What follows belongs to an exercise in optimizing a design on an open flow for small area; a production flow would make more cautious choices. The RTL was checked by simulation tests, not by an equivalence proof against the original design. No driver is modelled on the clock port, so clocking that relies on it looks cheaper here than on a real chip. Power is estimated from default activity; no workload was simulated.

## vwradio_cmd
module vwradio_cmd (
    input  wire       clk,
    input  wire       rst,
    input  wire       rx_valid,
    input  wire [7:0] rx_data,
    output wire       rx_ready,
    input  wire       tick,
    output wire       tx_valid,
    output wire [7:0] tx_data,
    output wire       tx_last,
    input  wire       tx_ready,
    output reg  [1:0] led,
    output reg        co_valid,
    output reg  [1:0] co_kind,
    output reg  [7:0] co_data
);
Settings: LEC_CHECK=0, ABC_AREA=1, CAP_MARGIN=20, CORE_MARGIN=2, CORE_UTILIZATION=60, PLACE_DENSITY=0.7, SLEW_MARGIN=20; clock period 10.0 ns.
standard.sh (not shown) runs the stock make flow with config.mk's settings and CLKGATE_MAP_FILE= SYNTH_SCRIPT=/design/flow/synth_recipe.tcl, a recipe that flattens the netlist after the stock synthesis.
==> flow/flow/run.sh <==
#!/bin/bash
# Layout flow: the standard layout (standard.sh, with its unchanged synthesis), except
#  - the port buffers are the smallest buffer cell.
# Each tool's output goes to a log of its own in this folder (ORFS steps also log under orfs/logs/).
set -euo pipefail
here=$(pwd)
export BUFFER_PORTS_ARGS="-buffer_cell sky130_fd_sc_hd__buf_1"
bash standard.sh place > flow_place.log 2>&1

base="-sink_clustering_enable -repair_clock_nets -dont_use_dummy_load"
export TRY_DIR=$here/orfs/results/sky130hd/vwradio_cmd/base
export MIN_ROUTING_LAYER=met1 MAX_ROUTING_LAYER=met5 MIN_CLK_ROUTING_LAYER=met3
cfgs=("16 36 150" "16 32 120" "16 32 100" "16 30 100" "16 30 80" "16 28 100" "16 28 80" "16 26 100"
      "16 26 80" "16 24 100" "16 24 80" "16 22 80" "16 22 100" "16 20 100" "16 20 80" "16 18 80")
par=${NUM_CORES:-4}
i=0
for cfg in "${cfgs[@]}"; do
  set -- $cfg
  i=$((i + 1))
  TRY_CTS_ARGS="$base -buf_list sky130_fd_sc_hd__clkbuf_$1 -sink_clustering_size $2 -sink_clustering_max_diameter $3" \
    openroad -no_init -threads 1 -exit flow/cts_try.tcl > cts_try_$i.log 2>&1 &
  if (( i % par == 0 )); then wait; fi
done
wait
chosen=""
best=""
i=0
for cfg in "${cfgs[@]}"; do
  set -- $cfg
  i=$((i + 1))
  args="$base -buf_list sky130_fd_sc_hd__clkbuf_$1 -sink_clustering_size $2 -sink_clustering_max_diameter $3"
  res=$(grep TRY_RESULT cts_try_$i.log | tail -1 || true)
  echo "clkbuf_$1 size $2 diameter $3: $res" >> cts_try_summary.log
  slew=$(echo "$res" | awk '{print $2}')
  area=$(echo "$res" | awk '{print $3}')
  tree=$(echo "$res" | awk '{print $4}')
  if [[ -n "$slew" && -n "$tree" ]] && awk -v s="$slew" -v t="$tree" 'BEGIN{exit !(s < 0.122 && t < 0.35)}'; then
    if [[ -z "$best" ]] || awk -v a="$area" -v b="$best" 'BEGIN{exit !(a < b)}'; then
      best="$area"
      chosen="$args"
    fi
  fi
done
if [[ -z "$chosen" ]]; then
  chosen="$base -buf_list sky130_fd_sc_hd__clkbuf_16 -sink_clustering_size 12 -sink_clustering_max_diameter 50"
fi
echo "chosen: $chosen" >> cts_try_summary.log
export CTS_ARGS="$chosen"
bash standard.sh finish > flow_finish.log 2>&1
==> flow/flow/cts_try.tcl <==
# Trial clock tree on the placed design, in memory only (nothing is written):
# runs CTS with $::env(TRY_CTS_ARGS), legalizes, global-routes, and prints the
# largest flip-flop clock-pin slew and the clock buffer area.
set pf $::env(FLOW_HOME)/platforms/sky130hd
read_liberty $pf/lib/sky130_fd_sc_hd__tt_025C_1v80.lib
read_lef $pf/lef/sky130_fd_sc_hd.tlef
read_lef $pf/lef/sky130_fd_sc_hd_merged.lef
read_db $::env(TRY_DIR)/3_place.odb
read_sdc $::env(TRY_DIR)/3_place.sdc
source $pf/setRC.tcl
eval clock_tree_synthesis $::env(TRY_CTS_ARGS)
set_propagated_clock [all_clocks]
detailed_placement
source $pf/fastroute.tcl
global_route -congestion_iterations 30
estimate_parasitics -global_routing
set mx 0
foreach pin [all_registers -clock_pins -edge_triggered] {
  foreach e {rise fall} { foreach a {min max} {
    set s [get_property $pin slew_${a}_$e]
    if {$s > $mx} {set mx $s}
  }}
}
set ar 0
foreach inst [[ord::get_db_block] getInsts] {
  set m [$inst getMaster]
  if {[string match *clkbuf* [$m getName]]} { set ar [expr {$ar + [$m getWidth]*[$m getHeight]/1e6}] }
}
set mall 0
foreach net [get_nets -hierarchical *clk*] { foreach pin [get_pins -of_objects $net -filter "direction == input"] { set s [get_property $pin slew_max_rise]; if {$s > $mall} {set mall $s} } }
puts "TRY_RESULT $mx $ar $mall"
Rerun with:
==> flow/flow/run.sh (replaced) <==
#!/bin/bash
# Layout flow: the standard layout (standard.sh, with its unchanged synthesis), except
#  - the port buffers are the smallest buffer cell.
# Each tool's output goes to a log of its own in this folder (ORFS steps also log under orfs/logs/).
set -euo pipefail
here=$(pwd)
export BUFFER_PORTS_ARGS="-buffer_cell sky130_fd_sc_hd__buf_1"
bash standard.sh place > flow_place.log 2>&1

base="-sink_clustering_enable -repair_clock_nets -dont_use_dummy_load -buf_list sky130_fd_sc_hd__clkbuf_16"
export TRY_DIR=$here/orfs/results/sky130hd/vwradio_cmd/base
export MIN_ROUTING_LAYER=met1 MAX_ROUTING_LAYER=met5 MIN_CLK_ROUTING_LAYER=met3
chosen=""
best=""
n=0
for cfg in "36 150" "32 120" "30 100" "28 100" "28 80" "26 100" "26 80" "24 100" "24 80" "22 80" "20 100"; do
  set -- $cfg
  n=$((n + 1))
  args="$base -sink_clustering_size $1 -sink_clustering_max_diameter $2"
  TRY_CTS_ARGS="$args" openroad -no_init -threads ${NUM_CORES:-4} -exit flow/cts_try.tcl > cts_try_$n.log 2>&1 || true
  res=$(grep TRY_RESULT cts_try_$n.log | tail -1 || true)
  echo "size $1 diameter $2: $res" >> cts_try_summary.log
  slew=$(echo "$res" | awk '{print $2}')
  area=$(echo "$res" | awk '{print $3}')
  if [[ -n "$slew" ]] && awk -v s="$slew" 'BEGIN{exit !(s < 0.115)}'; then
    if [[ -z "$best" ]] || awk -v a="$area" -v b="$best" 'BEGIN{exit !(a < b)}'; then
      best="$area"
      chosen="$args"
    fi
  fi
done
if [[ -z "$chosen" ]]; then
  chosen="$base -sink_clustering_size 12 -sink_clustering_max_diameter 50"
fi
echo "chosen: $chosen" >> cts_try_summary.log
export CTS_ARGS="$chosen"
bash standard.sh finish > flow_finish.log 2>&1
--- a/flow/flow/cts_try.tcl
+++ b/flow/flow/cts_try.tcl
@@ -29,3 +29 @@
-set mall 0
-foreach net [get_nets -hierarchical *clk*] { foreach pin [get_pins -of_objects $net -filter "direction == input"] { set s [get_property $pin slew_max_rise]; if {$s > $mall} {set mall $s} } }
-puts "TRY_RESULT $mx $ar $mall"
+puts "TRY_RESULT $mx $ar"
--- a/flow/config.mk
+++ b/flow/config.mk
@@ -11,2 +11,2 @@
-export CORE_UTILIZATION = 60
-export PLACE_DENSITY = 0.7
+export CORE_UTILIZATION = 70
+export PLACE_DENSITY = 0.8
Effect: Hold slack gets better by 0.016 ns; critical path depth stays the same; power came out higher by 5.2%; fmax shrinks by 1.6%.
Rerun with:
--- a/flow/flow/run.sh
+++ b/flow/flow/run.sh
@@ -10 +10 @@
-base="-sink_clustering_enable -repair_clock_nets -dont_use_dummy_load -buf_list sky130_fd_sc_hd__clkbuf_16"
+base="-sink_clustering_enable -repair_clock_nets -dont_use_dummy_load"
@@ -12,0 +13,12 @@
+cfgs=("16 36 150" "16 32 120" "16 32 100" "16 30 100" "16 30 80" "16 28 100" "16 28 80" "16 26 100"
+      "16 26 80" "16 24 100" "16 24 80" "16 22 80" "16 22 100" "16 20 100" "16 20 80" "16 18 80")
+par=${NUM_CORES:-4}
+i=0
+for cfg in "${cfgs[@]}"; do
+  set -- $cfg
+  i=$((i + 1))
+  TRY_CTS_ARGS="$base -buf_list sky130_fd_sc_hd__clkbuf_$1 -sink_clustering_size $2 -sink_clustering_max_diameter $3" \
+    openroad -no_init -threads 1 -exit flow/cts_try.tcl > cts_try_$i.log 2>&1 &
+  if (( i % par == 0 )); then wait; fi
+done
+wait
@@ -15,2 +27,2 @@
-n=0
-for cfg in "36 150" "32 120" "30 100" "28 100" "28 80" "26 100" "26 80" "24 100" "24 80" "22 80" "20 100"; do
+i=0
+for cfg in "${cfgs[@]}"; do
@@ -18,5 +30,4 @@
-  n=$((n + 1))
-  args="$base -sink_clustering_size $1 -sink_clustering_max_diameter $2"
-  TRY_CTS_ARGS="$args" openroad -no_init -threads ${NUM_CORES:-4} -exit flow/cts_try.tcl > cts_try_$n.log 2>&1 || true
-  res=$(grep TRY_RESULT cts_try_$n.log | tail -1 || true)
-  echo "size $1 diameter $2: $res" >> cts_try_summary.log
+  i=$((i + 1))
+  args="$base -buf_list sky130_fd_sc_hd__clkbuf_$1 -sink_clustering_size $2 -sink_clustering_max_diameter $3"
+  res=$(grep TRY_RESULT cts_try_$i.log | tail -1 || true)
+  echo "clkbuf_$1 size $2 diameter $3: $res" >> cts_try_summary.log
@@ -25 +36,2 @@
-  if [[ -n "$slew" ]] && awk -v s="$slew" 'BEGIN{exit !(s < 0.115)}'; then
+  tree=$(echo "$res" | awk '{print $4}')
+  if [[ -n "$slew" && -n "$tree" ]] && awk -v s="$slew" -v t="$tree" 'BEGIN{exit !(s < 0.116 && t < 0.35)}'; then
@@ -33 +45 @@
-  chosen="$base -sink_clustering_size 12 -sink_clustering_max_diameter 50"
+  chosen="$base -buf_list sky130_fd_sc_hd__clkbuf_16 -sink_clustering_size 12 -sink_clustering_max_diameter 50"
--- a/flow/flow/cts_try.tcl
+++ b/flow/flow/cts_try.tcl
@@ -29 +29,3 @@
-puts "TRY_RESULT $mx $ar"
+set mall 0
+foreach net [get_nets -hierarchical *clk*] { foreach pin [get_pins -of_objects $net -filter "direction == input"] { set s [get_property $pin slew_max_rise]; if {$s > $mall} {set mall $s} } }
+puts "TRY_RESULT $mx $ar $mall"
--- a/flow/config.mk
+++ b/flow/config.mk
@@ -11,2 +11,2 @@
-export CORE_UTILIZATION = 70
-export PLACE_DENSITY = 0.8
+export CORE_UTILIZATION = 60
+export PLACE_DENSITY = 0.7
Sequential power barely changes.
Clock power fell by roughly a tenth.
Clock-buffer cell count fell by 16.
Core utilization decreases by 11 points.
Rerun with:
--- a/flow/config.mk
+++ b/flow/config.mk
@@ -11,2 +11,2 @@
-export CORE_UTILIZATION = 60
-export PLACE_DENSITY = 0.7
+export CORE_UTILIZATION = 65
+export PLACE_DENSITY = 0.75
After rerunning: Total power increases slightly; wire length rises by roughly a tenth; clock-buffer cell count climbs by 8; critical path depth is unchanged; utilization is higher by 5.5 points; cell area stays flat; global-route usage increases by 4.1 points; clock power rises by a few percent.

========
vwradio_cmd again, from the RTL that the note above started with.
clock: 10.0 ns
lec_check: 0
abc_area: 1
cap_margin: 20
core_margin: 2
core_utilization: 60
place_density: 0.7
slew_margin: 20
==> flow/flow/run.sh <==
#!/bin/bash
# Layout flow: the standard layout (standard.sh, with its unchanged synthesis), except
#  - the port buffers are the smallest buffer cell.
# Each tool's output goes to a log of its own in this folder (ORFS steps also log under orfs/logs/).
set -euo pipefail
here=$(pwd)
export BUFFER_PORTS_ARGS="-buffer_cell sky130_fd_sc_hd__buf_1"
bash standard.sh place > flow_place.log 2>&1

base="-sink_clustering_enable -repair_clock_nets -dont_use_dummy_load"
export TRY_DIR=$here/orfs/results/sky130hd/vwradio_cmd/base
export MIN_ROUTING_LAYER=met1 MAX_ROUTING_LAYER=met5 MIN_CLK_ROUTING_LAYER=met3
cfgs=("16 36 150" "16 32 120" "16 32 100" "16 30 100" "16 30 80" "16 28 100" "16 28 80" "16 26 100"
      "16 26 80" "16 24 100" "16 24 80" "16 22 80" "16 22 100" "16 20 100" "16 20 80" "16 18 80")
par=${NUM_CORES:-4}
i=0
for cfg in "${cfgs[@]}"; do
  set -- $cfg
  i=$((i + 1))
  TRY_CTS_ARGS="$base -buf_list sky130_fd_sc_hd__clkbuf_$1 -sink_clustering_size $2 -sink_clustering_max_diameter $3" \
    openroad -no_init -threads 1 -exit flow/cts_try.tcl > cts_try_$i.log 2>&1 &
  if (( i % par == 0 )); then wait; fi
done
wait
chosen=""
best=""
i=0
for cfg in "${cfgs[@]}"; do
  set -- $cfg
  i=$((i + 1))
  args="$base -buf_list sky130_fd_sc_hd__clkbuf_$1 -sink_clustering_size $2 -sink_clustering_max_diameter $3"
  res=$(grep TRY_RESULT cts_try_$i.log | tail -1 || true)
  echo "clkbuf_$1 size $2 diameter $3: $res" >> cts_try_summary.log
  slew=$(echo "$res" | awk '{print $2}')
  area=$(echo "$res" | awk '{print $3}')
  tree=$(echo "$res" | awk '{print $4}')
  if [[ -n "$slew" && -n "$tree" ]] && awk -v s="$slew" -v t="$tree" 'BEGIN{exit !(s < 0.128 && t < 0.35)}'; then
    if [[ -z "$best" ]] || awk -v a="$area" -v b="$best" 'BEGIN{exit !(a < b)}'; then
      best="$area"
      chosen="$args"
    fi
  fi
done
if [[ -z "$chosen" ]]; then
  chosen="$base -buf_list sky130_fd_sc_hd__clkbuf_16 -sink_clustering_size 12 -sink_clustering_max_diameter 50"
fi
echo "chosen: $chosen" >> cts_try_summary.log
export CTS_ARGS="$chosen"
bash standard.sh finish > flow_finish.log 2>&1
Other scripts of this flow, unchanged in this note and not shown: flow/flow/cts_try.tcl
Then changed:
--- a/flow/flow/run.sh
+++ b/flow/flow/run.sh
@@ -35,5 +35,5 @@
   area=$(echo "$res" | awk '{print $3}')
   tree=$(echo "$res" | awk '{print $4}')
-  if [[ -n "$slew" && -n "$tree" ]] && awk -v s="$slew" -v t="$tree" 'BEGIN{exit !(s < 0.128 && t < 0.35)}'; then
+  if [[ -n "$slew" && -n "$tree" ]] && awk -v s="$slew" -v t="$tree" 'BEGIN{exit !(s < 0.120 && t < 0.35)}'; then
     if [[ -z "$best" ]] || awk -v a="$area" -v b="$best" 'BEGIN{exit !(a < b)}'; then
       best="$area"
Routed wire length goes up slightly.
Die area does not change.
Cell area rises slightly.
Sequential power barely changes.
Register-to-register slack gets better by 0.03 ns.
Synthesized cell count is unchanged.
Hold slack is worse by 0.0075 ns.
Flip-flop and latch count is unchanged.
Then changed:
--- a/flow/config.mk
+++ b/flow/config.mk
@@ -9,5 +9,5 @@
 export CAP_MARGIN = 20
 export CORE_MARGIN = 2
-export CORE_UTILIZATION = 60
-export PLACE_DENSITY = 0.7
+export CORE_UTILIZATION = 55
+export PLACE_DENSITY = 0.65
 export SLEW_MARGIN = 20
What happened: Hold slack improved by 0.015 ns; die area is higher by a little under a tenth; register-to-register slack loses 0.13 ns; cell area climbs slightly.

[afterwards: timing with drivers on the ports]
How much do the figures lean on ideal ports? The routed layouts below were timed once more, with nothing changed but the port constraints. Step 1 assumes that a clkbuf_16 drives the clock port and a buf_2 every other input. Step 2, shift: input delay + t, output delay - t, t = (earliest + latest rising clock arrival at the registers) / 2. This alone moves slack from input paths to output paths. Slacks: no drivers / after step 1 / after step 2; pairs: no drivers / after step 1.
run | t (ns) | setup WS [ns] | worst setup path at the end | worst register clock-pin slew, ns | pins driven straight from the clock port
the first run of note 1 | 0.791 | 3.194 / 3.152 / 3.152 | input to output | 0.11 / 0.11 | 1
the second run of note 1 | 0.839 | 3.083 / 3.042 / 3.042 | input to output | 0.11 / 0.11 | 1
the third run of note 1 | 0.814 | 3.153 / 3.113 / 3.113 | input to output | 0.11 / 0.11 | 1
the fourth run of note 1 | 0.811 | 3.245 / 3.202 / 3.202 | input to output | 0.10 / 0.10 | 1
the first run of note 2 | 0.767 | 3.187 / 3.149 / 3.149 | input to output | 0.11 / 0.11 | 1
the second run of note 2 | 0.800 | 3.165 / 3.123 / 3.123 | input to output | 0.11 / 0.11 | 1
the third run of note 2 | 0.802 | 3.177 / 3.129 / 3.129 | input to output | 0.10 / 0.10 | 1
After both steps setup and hold are still met in every run listed. The setup slack of the third run of note 2, which loses most, moves by -0.048 ns with the drivers and by -0.048 ns with both steps.
